This is an optimization exercise on Yosys and OpenROAD, whose aim is small area, a short achievable clock period and few clock cycles per item, not a production implementation.
The RTL was checked by simulation tests, not by an equivalence proof against the original design.

### flow/design.v
module pa_inc (
    input  wire        clk,
    input  wire        rst,
    input  wire        in_valid,
    output wire        in_ready,
    input  wire [63:0] in_f,
    input  wire [63:0] in_fs,
    output wire        out_valid,
    output wire [63:0] out_inc
);
    localparam [52:0] MK   = 53'h1921FB54442D18;
    localparam [52:0] TOPC = 53'h145F306DC9C883;
    localparam [3:0] S_IDLE  = 4'd0,
                     S_DONE  = 4'd1,
                     S_MUL   = 4'd2,
                     S_NORM  = 4'd3,
                     S_PCPA  = 4'd4,
                     S_PFIX  = 4'd5,
                     S_DIV   = 4'd6,
                     S_FIN   = 4'd7,
                     S_RND   = 4'd8,
                     S_PSLOW = 4'd9,
                     S_PRND  = 4'd10,
                     S_PPOST = 4'd11;
    function [56:0] tab;    
        input [3:0] n;
        case (n)
            4'd0: tab = 57'h000000000000000;
            4'd1: tab = 57'h01921FB54442D18;
            4'd2: tab = 57'h03243F6A8885A30;
            4'd3: tab = 57'h04B65F1FCCC8748;
            4'd4: tab = 57'h06487ED5110B460;
            4'd5: tab = 57'h07DA9E8A554E178;
            4'd6: tab = 57'h096CBE3F9990E90;
            4'd7: tab = 57'h0AFEDDF4DDD3BA8;
            4'd8: tab = 57'h0C90FDAA22168C0;
            4'd9: tab = 57'h0E231D5F66595D8;
            4'd10: tab = 57'h0FB53D14AA9C2F0;
            4'd11: tab = 57'h11475CC9EEDF008;
            4'd12: tab = 57'h12D97C7F3321D20;
            4'd13: tab = 57'h146B9C347764A38;
            4'd14: tab = 57'h15FDBBE9BBA7750;
            4'd15: tab = 57'h178FDB9EFFEA468;
        endcase
    endfunction
    reg [3:0]         st;
    reg [3:0]         cnt;
    reg [55:0]        Q;       
    reg [55:0]        QM;      
    reg [52:0]        D;       
    reg [57:0]        WS, WC;  
    reg signed [12:0] E;       
    reg signed [12:0] ES;      
    reg               sgn;
    reg               G, S;    
    reg               top_r;   
    reg               pslow;   
    wire idle_like = (st == S_IDLE) | (st == S_DONE);
    assign in_ready  = idle_like;
    assign out_valid = (st == S_DONE);
    assign out_inc   = {sgn, E[10:0], Q[51:0]};
    wire f_man0 = ~|Q[51:0];
    wire f_zero = f_man0 & ~Q[52];
    wire f_max  = (E == 13'sd2047);
    wire f_nan  = f_max & ~f_man0;
    wire f_inf  = f_max & f_man0;
    wire s_man0 = ~|D[51:0];
    wire s_zero = s_man0 & ~D[52];
    wire s_max  = (ES == 13'sd2047);
    wire s_nan  = s_max & ~s_man0;
    wire s_inf  = s_max & s_man0;
    wire sp_nan  = f_nan | s_nan | (f_inf & s_inf) | (f_zero & s_zero);
    wire special = f_nan | s_nan | f_inf | f_zero | s_zero;
    wire sp_inf  = ~sp_nan & (f_inf | s_zero);
    wire need_norm = ~Q[52] | ~D[52];
    wire mul_m = (st == S_MUL);
    wire first = (cnt == 4'd0);
    wire last  = (cnt == 4'd3);
    wire top_now = (Q[52:0] >= TOPC);
    wire signed [12:0] ep_c = E + 13'sd2 + {12'd0, top_now};
    wire pslow_now = (ep_c < 13'sd1) | (ep_c > 13'sd2045) | s_inf;
    wire [3:0] n1 = first ? 4'd0 : Q[11:8];
    wire [3:0] n2 = first ? 4'd0 : Q[15:12];
    wire [3:0] n3 = first ? Q[3:0] : Q[19:16];
    wire [3:0] n4 = first ? Q[7:4] : Q[23:20];
    wire [56:0] T1 = tab(n1);
    wire [56:0] T2 = tab(n2);
    wire [56:0] T3 = tab(n3);
    wire [56:0] T4 = tab(n4);
    wire [76:0] x0 = {15'd0, WS, 4'd0};
    wire [76:0] y0 = {15'd0, WC, 4'd0};
    function [1:0] qsel;    
        input [3:0] a, b;
        reg [3:0] p, g;
        reg c3, e3;
        begin
            p  = a ^ b;
            g  = a & b;
            c3 = g[2] | (p[2] & g[1]) | (p[2] & p[1] & g[0]);
            e3 = p[3] ^ c3;
            qsel = {~e3, e3 & ~&p};
        end
    endfunction
    function [1:0] qnext;
        input [4:0] x, y, z;
        reg [3:0] s, c;
        begin
            s = x[4:1] ^ y[4:1] ^ z[4:1];
            c = (x[3:0] & y[3:0]) | (x[3:0] & z[3:0]) | (y[3:0] & z[3:0]);
            qnext = qsel(s, c);
        end
    endfunction
    wire [61:0] dv1 = {4'd0, D, 5'd0};
    wire [61:0] dv2 = {5'd0, D, 4'd0};
    wire [61:0] dv3 = {6'd0, D, 3'd0};
    wire [61:0] dv4 = {7'd0, D, 2'd0};
    wire [1:0] q1 = qsel(x0[60:57], y0[60:57]);
    wire [1:0] q2p = qnext(x0[59:55], y0[59:55], ~dv1[59:55]);
    wire [1:0] q20 = qnext(x0[59:55], y0[59:55], 5'd0);
    wire [1:0] q2n = qnext(x0[59:55], y0[59:55], dv1[59:55]);
    wire [1:0] q2 = q1[1] ? q2p : q1[0] ? q2n : q20;
    wire [61:0] zd1 = q1[1] ? ~dv1 : q1[0] ? dv1 : 62'd0;
    wire [76:0] z1 = mul_m ? {12'd0, T1, 8'd0} : {15'd0, zd1};
    wire [76:0] x1 = x0 ^ y0 ^ z1;
    wire [75:0] m1 = (x0[75:0] & y0[75:0]) | (x0[75:0] & z1[75:0]) | (y0[75:0] & z1[75:0]);
    wire [76:0] y1 = {m1[75:20], m1[19] & ~mul_m, m1[18:0], ~mul_m & q1[1]};
    wire [1:0] q3p = qnext(x1[58:54], y1[58:54], ~dv2[58:54]);
    wire [1:0] q30 = qnext(x1[58:54], y1[58:54], 5'd0);
    wire [1:0] q3n = qnext(x1[58:54], y1[58:54], dv2[58:54]);
    wire [1:0] q3 = q2[1] ? q3p : q2[0] ? q3n : q30;
    wire [61:0] zd2 = q2[1] ? ~dv2 : q2[0] ? dv2 : 62'd0;
    wire [76:0] z2 = mul_m ? {8'd0, T2, 12'd0} : {15'd0, zd2};
    wire [76:0] x2 = x1 ^ y1 ^ z2;
    wire [75:0] m2 = (x1[75:0] & y1[75:0]) | (x1[75:0] & z2[75:0]) | (y1[75:0] & z2[75:0]);
    wire [76:0] y2 = {m2[75:20], m2[19] & ~mul_m, m2[18:0], ~mul_m & q2[1]};
    wire [1:0] q4p = qnext(x2[57:53], y2[57:53], ~dv3[57:53]);
    wire [1:0] q40 = qnext(x2[57:53], y2[57:53], 5'd0);
    wire [1:0] q4n = qnext(x2[57:53], y2[57:53], dv3[57:53]);
    wire [1:0] q4 = q3[1] ? q4p : q3[0] ? q4n : q40;
    wire [61:0] zd3 = q3[1] ? ~dv3 : q3[0] ? dv3 : 62'd0;
    wire [76:0] z3 = mul_m ? {4'd0, T3, 16'd0} : {15'd0, zd3};
    wire [76:0] x3 = x2 ^ y2 ^ z3;
    wire [75:0] m3 = (x2[75:0] & y2[75:0]) | (x2[75:0] & z3[75:0]) | (y2[75:0] & z3[75:0]);
    wire [76:0] y3 = {m3[75:20], m3[19] & ~mul_m, m3[18:0], ~mul_m & q3[1]};
    wire [61:0] zd4 = q4[1] ? ~dv4 : q4[0] ? dv4 : 62'd0;
    wire [18:0] l1 = {3'd0, WS[15:0]};
    wire [18:0] l2 = {3'd0, WC[15:0]};
    wire [18:0] l3 = {3'd0, T1[11:0], 4'd0};
    wire [18:0] l4 = {3'd0, T2[7:0], 8'd0};
    wire [18:0] l5 = {3'd0, T3[3:0], 12'd0};
    wire [18:0] ls1 = l1 ^ l2 ^ l3;
    wire [18:0] lc1 = {(l1[17:0] & l2[17:0]) | (l1[17:0] & l3[17:0]) | (l2[17:0] & l3[17:0]), 1'b0};
    wire [18:0] ls2 = ls1 ^ lc1 ^ l4;
    wire [18:0] lc2 = {(ls1[17:0] & lc1[17:0]) | (ls1[17:0] & l4[17:0]) | (lc1[17:0] & l4[17:0]), 1'b0};
    wire [18:0] ls3 = ls2 ^ lc2 ^ l5;
    wire [18:0] lc3 = {(ls2[17:0] & lc2[17:0]) | (ls2[17:0] & l5[17:0]) | (lc2[17:0] & l5[17:0]), 1'b0};
    wire [18:0] dsum = ls3 + lc3;
    wire [76:0] z4 = mul_m ? {T4[56:3], dsum[18:16], 20'd0} : {15'd0, zd4};
    wire [76:0] x4 = x3 ^ y3 ^ z4;
    wire [75:0] m4 = (x3[75:0] & y3[75:0]) | (x3[75:0] & z4[75:0]) | (y3[75:0] & z4[75:0]);
    wire [76:0] y4 = {m4[75:20], m4[19] & ~mul_m, m4[18:0], ~mul_m & q4[1]};
    wire [3:0] qp = {q1[1], q2[1], q3[1], q4[1]};
    wire [3:0] qn = {q1[0], q2[0], q3[0], q4[0]};
    wire [3:0] qvt = qp - qn;           
    wire [3:0] qvm = qp + ~qn;          
    wire v_pos = q1[1] | (~q1[0] & (q2[1] | (~q2[0] & (q3[1] | (~q3[0] & q4[1])))));
    wire v_z   = ~(|q1 | |q2 | |q3 | |q4);
    wire [55:0] q_next  = {((v_pos | v_z) ? Q[51:0] : QM[51:0]), qvt};
    wire [55:0] qm_next = {(v_pos ? Q[51:0] : QM[51:0]), qvm};
    wire a0 = WS[0] ^ WC[0];
    wire a1 = WS[1] ^ WC[1] ^ (WS[0] & WC[0]);
    wire rnd_f  = top_r ? (a0 & (G | S | a1)) : (G & (S | a0));
    wire rnd_p  = G & (S | WS[0]);
    wire cpa_ci = (st == S_PCPA) ? (~pslow & rnd_f) : (st == S_PRND) ? rnd_p : 1'b0;
    wire [57:0] wsum = WS + WC + {57'd0, cpa_ci};
    wire [57:0] xprod = {wsum[57:1], wsum[0] & ~(top_r & ~pslow)};
    wire rnd_m = (st == S_RND);
    wire neg   = wsum[57];
    wire [57:0] d4 = {3'd0, D, 2'd0};
    wire z0    = ((WS ^ WC) == {(WS[56:0] | WC[56:0]), 1'b0});
    wire zd    = ((wsum ^ d4) == {(wsum[56:0] | d4[56:0]), 1'b0});
    wire rnz   = neg ? ~zd : ~z0;
    wire [55:0] Qf = neg ? QM : Q;
    wire e_le0 = (E < 13'sd1);
    wire sel55 = rnd_m ? e_le0  : Qf[55];
    wire sel54 = rnd_m ? ~e_le0 : (~Qf[55] & Qf[54]);
    wire [54:0] V = sel55 ? {Qf[55:3], Qf[2], (|Qf[1:0]) | rnz}
                  : sel54 ? {Qf[54:2], Qf[1], Qf[0] | rnz}
                  :         {Qf[53:1], Qf[0], rnz};
    wire signed [12:0] Eq = E + (sel55 ? 13'sd1 : sel54 ? 13'sd0 : -13'sd1);
    wire [52:0] mant = Q[54:2];
    wire        rndq = Q[1] & (Q[0] | mant[0]);
    wire [53:0] mi   = {1'b0, mant} + {53'd0, rndq};
    wire        cq   = mi[53];
    wire        ovf  = (E > 13'sd2046) | ((E == 13'sd2046) & cq);
    wire signed [12:0] Efin = ovf ? 13'sd2047
                            : (mi[52] | cq) ? E + {12'd0, cq} : 13'sd0;
    wire [52:0] mfin = ovf ? 53'd0 : mi[52:0];
    wire [10:0] ef = in_f[62:52];
    wire [10:0] es = in_fs[62:52];
    always @(posedge clk)
        QM <= qm_next;
    always @(posedge clk)
        WC <= (mul_m & ~(first & (special | need_norm))) ? {1'b0, y4[76:20]}
            : (st == S_DIV) ? y4[57:0] : 58'd0;
    always @(posedge clk) begin
        begin
            case (st)
                S_IDLE, S_DONE: begin
                    st <= S_IDLE;
                    if (in_valid) begin
                        Q   <= {3'd0, |ef, in_f[51:0]};
                        D   <= {|es, in_fs[51:0]};
                        E   <= {2'd0, ef[10:1], ef[0] | ~|ef};
                        ES  <= {2'd0, es[10:1], es[0] | ~|es};
                        sgn <= in_f[63] ^ in_fs[63];
                        WS  <= 58'd0;
                        S   <= 1'b0;
                        cnt <= 4'd0;
                        st  <= S_MUL;
                    end
                end
                S_MUL: begin
                    if (first && special) begin
                        Q[52:0] <= {1'b0, sp_nan, 51'd0};
                        E       <= (sp_nan | sp_inf) ? 13'sd2047 : 13'sd0;
                        st      <= S_DONE;
                    end else if (first && need_norm) begin
                        st <= S_NORM;
                    end else begin
                        WS  <= {1'b0, x4[76:20]};
                        if (!first)
                            Q <= {16'd0, Q[55:16]};
                        cnt <= cnt + 4'd1;
                        if (first) begin
                            top_r <= top_now;
                            pslow <= pslow_now;
                            E     <= E + 13'sd2;
                        end
                        if (last) begin
                            G   <= dsum[15];
                            S   <= S | (|dsum[14:0]);
                            st  <= S_PCPA;
                        end else begin
                            S <= S | (|dsum[15:0]);
                        end
                    end
                end
                S_NORM: begin
                    if (!Q[52]) begin
                        Q <= {Q[54:0], 1'b0};
                        E <= E - 13'sd1;
                    end
                    if (!D[52]) begin
                        D  <= {D[51:0], 1'b0};
                        ES <= ES - 13'sd1;
                    end
                    if (Q[52] && D[52])
                        st <= S_MUL;
                end
                S_PCPA: begin
                    WS  <= xprod;
                    cnt <= 4'd0;
                    if (pslow) begin
                        st <= S_PSLOW;
                    end else begin
                        E  <= E - ES + 13'sd1023;
                        st <= xprod[54] ? S_PFIX : S_DIV;
                    end
                end
                S_PFIX: begin
                    WS <= {1'b0, WS[57:1]};
                    E  <= E + 13'sd1;
                    st <= S_DIV;
                end
                S_PSLOW: begin
                    if (WS[53] || E < 13'sd1) begin
                        WS <= {1'b0, WS[57:1]};
                        G  <= WS[0];
                        S  <= S | G;
                        E  <= E + 13'sd1;
                    end else begin
                        st <= S_PRND;
                    end
                end
                S_PRND: begin
                    WS <= wsum;
                    st <= S_PPOST;
                end
                S_PPOST: begin
                    if (WS[53]) begin
                        WS <= {1'b0, WS[57:1]};
                        E  <= E + 13'sd1;
                    end else if (E > 13'sd2046) begin
                        Q[52:0] <= {1'b0, s_inf, 51'd0};
                        E       <= 13'sd2047;
                        st      <= S_DONE;
                    end else if (s_inf) begin
                        Q[52:0] <= 53'd0;
                        E       <= 13'sd0;
                        st      <= S_DONE;
                    end else if (!WS[52]) begin
                        WS <= {WS[56:0], 1'b0};
                        E  <= E - 13'sd1;
                    end else begin
                        E   <= E - ES + 13'sd1023;
                        st  <= S_DIV;
                    end
                end
                S_DIV: begin
                    WS  <= x4[57:0];
                    Q   <= q_next;
                    cnt <= cnt + 4'd1;
                    if (cnt == 4'd13)
                        st <= S_FIN;
                end
                S_FIN: begin
                    Q  <= {1'b0, V};
                    E  <= Eq;
                    WS <= 58'd0;
                    st <= S_RND;
                end
                S_RND: begin
                    if (E < -13'sd52) begin
                        Q[52:0] <= 53'd0;
                        E       <= 13'sd0;
                        st      <= S_DONE;
                    end else if (e_le0) begin
                        Q <= {1'b0, V};
                        E <= Eq;
                    end else begin
                        Q[52:0] <= mfin;
                        E       <= Efin;
                        st      <= S_DONE;
                    end
                end
                default: st <= S_IDLE;
            endcase
        end
        if (rst)
            st <= S_IDLE;
    end
endmodule
### flow/run.sh
#!/bin/bash
# synth_recipe.tcl (not shown) runs the flow's synth.tcl, then flattens the netlist and writes it again
# the make line also repeats each setting of config.mk as NAME=value (left out here)
make -C /OpenROAD-flow-scripts/flow DESIGN_CONFIG=/design/flow/config.mk WORK_HOME=/design/flow/orfs CLKGATE_MAP_FILE= SYNTH_SCRIPT=/design/flow/synth_recipe.tcl finish
### flow/config.mk
export PLATFORM = sky130hd
export DESIGN_NAME = pa_inc
export DESIGN_NICKNAME = pa_inc
export VERILOG_FILES = /design/flow/design.v
export SDC_FILE = /design/flow/constraint.sdc
export NUM_CORES = 4
export LEC_CHECK = 0
export CAP_MARGIN = 20
export CORE_MARGIN = 2
export CORE_UTILIZATION = 30
export SLEW_MARGIN = 20
### flow/constraint.sdc
create_clock -name core_clock -period 25.0 [get_ports {clk}]
set_input_delay 5.0000 -clock core_clock [delete_from_list [all_inputs] [get_ports {clk}]]
set_output_delay 5.0000 -clock core_clock [all_outputs]
set_load 0.01 [all_outputs]
==> results.txt <==
Post-Syn Area=44800 um2; Routed WL per cell=33.7 um; total wire length=252 mm; Die Y=391 um; max frequency=0.0896 GHz; Post-Syn Instances=5612; grt ovf=0; Max Slew Vio Count=0; DRT antenna net count=0; Worst path most repeated cell=buf_4; data required time of the worst path=25.40 ns; TritonCTS clock tree=built; Relative slew margins=0.132; Final Skew=0.0277 ns; Synthesized Nets=6374; Max H-tree Level=2; boundary pin count=197; Site Rows=141; Inserted Clock Buffers=46; top-count cell post-synth=inv_1; Tightest Pin Transition=1.29 ns; DRC violations left=0; fraction of registers with async set/reset=0; clock latency (worst-skew pair)=0.67 ns; Die X=391 um; initial antenna violation count=16; synth unique cells=93; post-CTS sizing=0; Tot GR Track Use=0.320; EDFF count, synth=202; buffer and inverter count on the worst path=9; delay-heaviest family, CP=buffers and inverters; Area Overhead vs Synth=11.4%; period utilization=0.447; Port-buffer cells=196; Commonest cells post-synth=inv_1 (538), nand2_1 (510), nor2_1 (482), o21ai_0 (416), a21oi_1 (399); Root Buffer=clkbuf_16; Vias=46507; Top FF cell, synth=edfxtp_1; leading post-synthesis cells by cell area=edfxtp_1 (14%), fa_1 (13%), ha_1 (9.5%), dfxtp_1 (5.3%), o21ai_0 (4.6%); Synth area leader=edfxtp_1; crit path max fanout=42; starting DRC count in detailed routing=7935; Starting Density=0.303; Yosys top cell area share=0.135; crit end category=flip-flop; Syn Area/Cell=7.99 um2; vias in the first global route=43360; Yosys Warn Count=1; post-cts hold buffer count=0; Crit Path Class=reg2reg; final instance area=49900 um2; run status=timing/DRC/antenna clean; critical path's largest stage delay=0.84 ns; largest net degree at the start of global routing=99; Setup violations, final=0; DRT Pass-1 Iters=9; register area share after synthesis=0.188; minimum clock period=11.16 ns; first-pass GRT wire length=349 mm; share of cells above drive strength 1=0.0677; core box area=148000 um2; GPL Wtd Cong=1.06; Worst Path Arrival=11.56 ns; setup TNS=0 ns; hpwl dp=195 mm; Area after DPL=48300 um2; Hold Path Class=reg2reg; CTS Buffer Depth=3; Startpoint Class=flip-flop; vias per cell=6.23; Layout Nets=6248; RSZ-0062 raised after global routing=no; CTS clk-pin slew, worst paths=0.06 ns; Sink Count=320; max_cap viols=0; die area=153000 um2; Yosys reg bits=320; slowest CP cell=edfxtp_1; Setup Buffers After CTS=0; final hold violation count=0
## routing by layer
metal	global-route usage	wire length, um	up-vias
met5	0	78	-
met4	0.173	16700	12
met3	0.0835	31500	677
met2	0.453	102000	3501
met1	0.439	101000	22757
li1	-	-	19560
## through the flow
| stage | hold WS, ns | util | instances | worst slack, ns |
|---|---|---|---|---|
| finish | 0.466 | 0.337 | 7460 | 13.84 |
| global route | 0.509 | 0.337 | 7454 | 13.11 |
| CTS | 0.459 | 0.337 | 7454 | 13.89 |
| detailed placement | 0.450 | 0.326 | 7368 | 13.99 |
| global placement | 0.440 | 0.326 | 7368 | 14.22 |
| floorplan | 0.425 | - | 5612 | 15.33 |
## final cells by class
type / count / area (um2)
Clock inverter: 29 / 402
Inverter: 552 / 2080
Tap cell: 1930 / 2410
Sequential cell: 320 / 8430
Antenna cell: 6 / 15.0
Clock buffer: 57 / 1220
Fill cell: 15476 / 98100
Multi-Input combinational cell: 4239 / 32400
Timing Repair Buffer: 327 / 2960
## cell families after synthesis
| group | Yosys count | share of synthesized area |
|---|---|---|
| XOR/XNOR | 327 | 0.0641 |
| buffers and inverters | 1053 | 0.0954 |
| AO/OA/AOI/OAI | 1661 | 0.243 |
| adder cells (fa/ha/maj) | 632 | 0.225 |
| multiplexers | 177 | 0.0419 |
| flip-flops | 320 | 0.188 |
| AND/OR/NAND/NOR | 1442 | 0.143 |
## worst paths after layout
path | startpoint | endpoint | slack, ns | cells after the start
setup / recovery | WS[53] | Q[21] | 13.84 | 33
setup reg to reg | WS[53] | Q[21] | 13.84 | 33
hold reg to reg | QM[15] | QM[19] | 0.47 | 2
hold / removal | QM[15] | QM[19] | 0.47 | 2
## placed cells by master (no fill, tap or decap), types with 21 or more instances in the layout
cell               n
nor2b_1           24
a222oi_1          23
ha_1             341
mux2i_1           91
nor2_1           478
inv_1            537
nor4_1            56
o21ai_0          414
nand3_1           93
o22ai_1           62
and3_1            25
a21o_1            54
buf_4            130
a31oi_1           41
mux2_2            82
xor2_1           116
nor3_1            79
a22oi_1           32
a221o_1           21
nand4_1           48
fa_1             290
o221ai_1          50
clkdlybuf4s50_1  196
o21a_1            23
xnor2_1          209
and2_1            31
o31ai_1           89
dfxtp_1          118
nand2_1          505
edfxtp_1         202
a211oi_1          61
o21bai_1          24
o211ai_1          85
a21oi_1          394
a221oi_1         101
clkbuf_16         46
## tightest hold or removal path: stages (launching register included)
cell and delay [ns]:
dfxtp_1 0.33, nand2_1 0.05, o21ai_0 0.07
## state kept, by name, summed over array words and instances, names as in the netlist, 4 cells and up
register	flops
E	13
WC	58
st	4
Q	56
cnt	4
ES	13
WS	58
QM	56
D	53
Testbench counts, summed over its fixed seeds: cycles 70,408, items 3,200.

## static timing again, ports no longer ideal
The results above use ideal ports. As a check the final layout listed here was re-extracted and re-timed, cells and wires unchanged.
Step 1, drivers: a clkbuf_16 drives clk and a buf_2 each remaining input, both assumed.
Step 2 moves the port delays by t, midway between the first and last clock arrival at a register: inputs arrive t later, outputs are due t later. That takes back most of the time a late clock gives input paths.
Three values: no drivers, after step 1, after step 2; two values: the first two.
shift t [ns]: 0.744
slack for setup (ns): 13.837 / 13.837 / 13.837
worst slew at a driven data input, ns: 0.13
cell pins on the clock port's net: 1
After both steps setup and hold are still met in this run. The setup slack of this run moves by 0.000 ns with the drivers and by 0.000 ns with both steps.
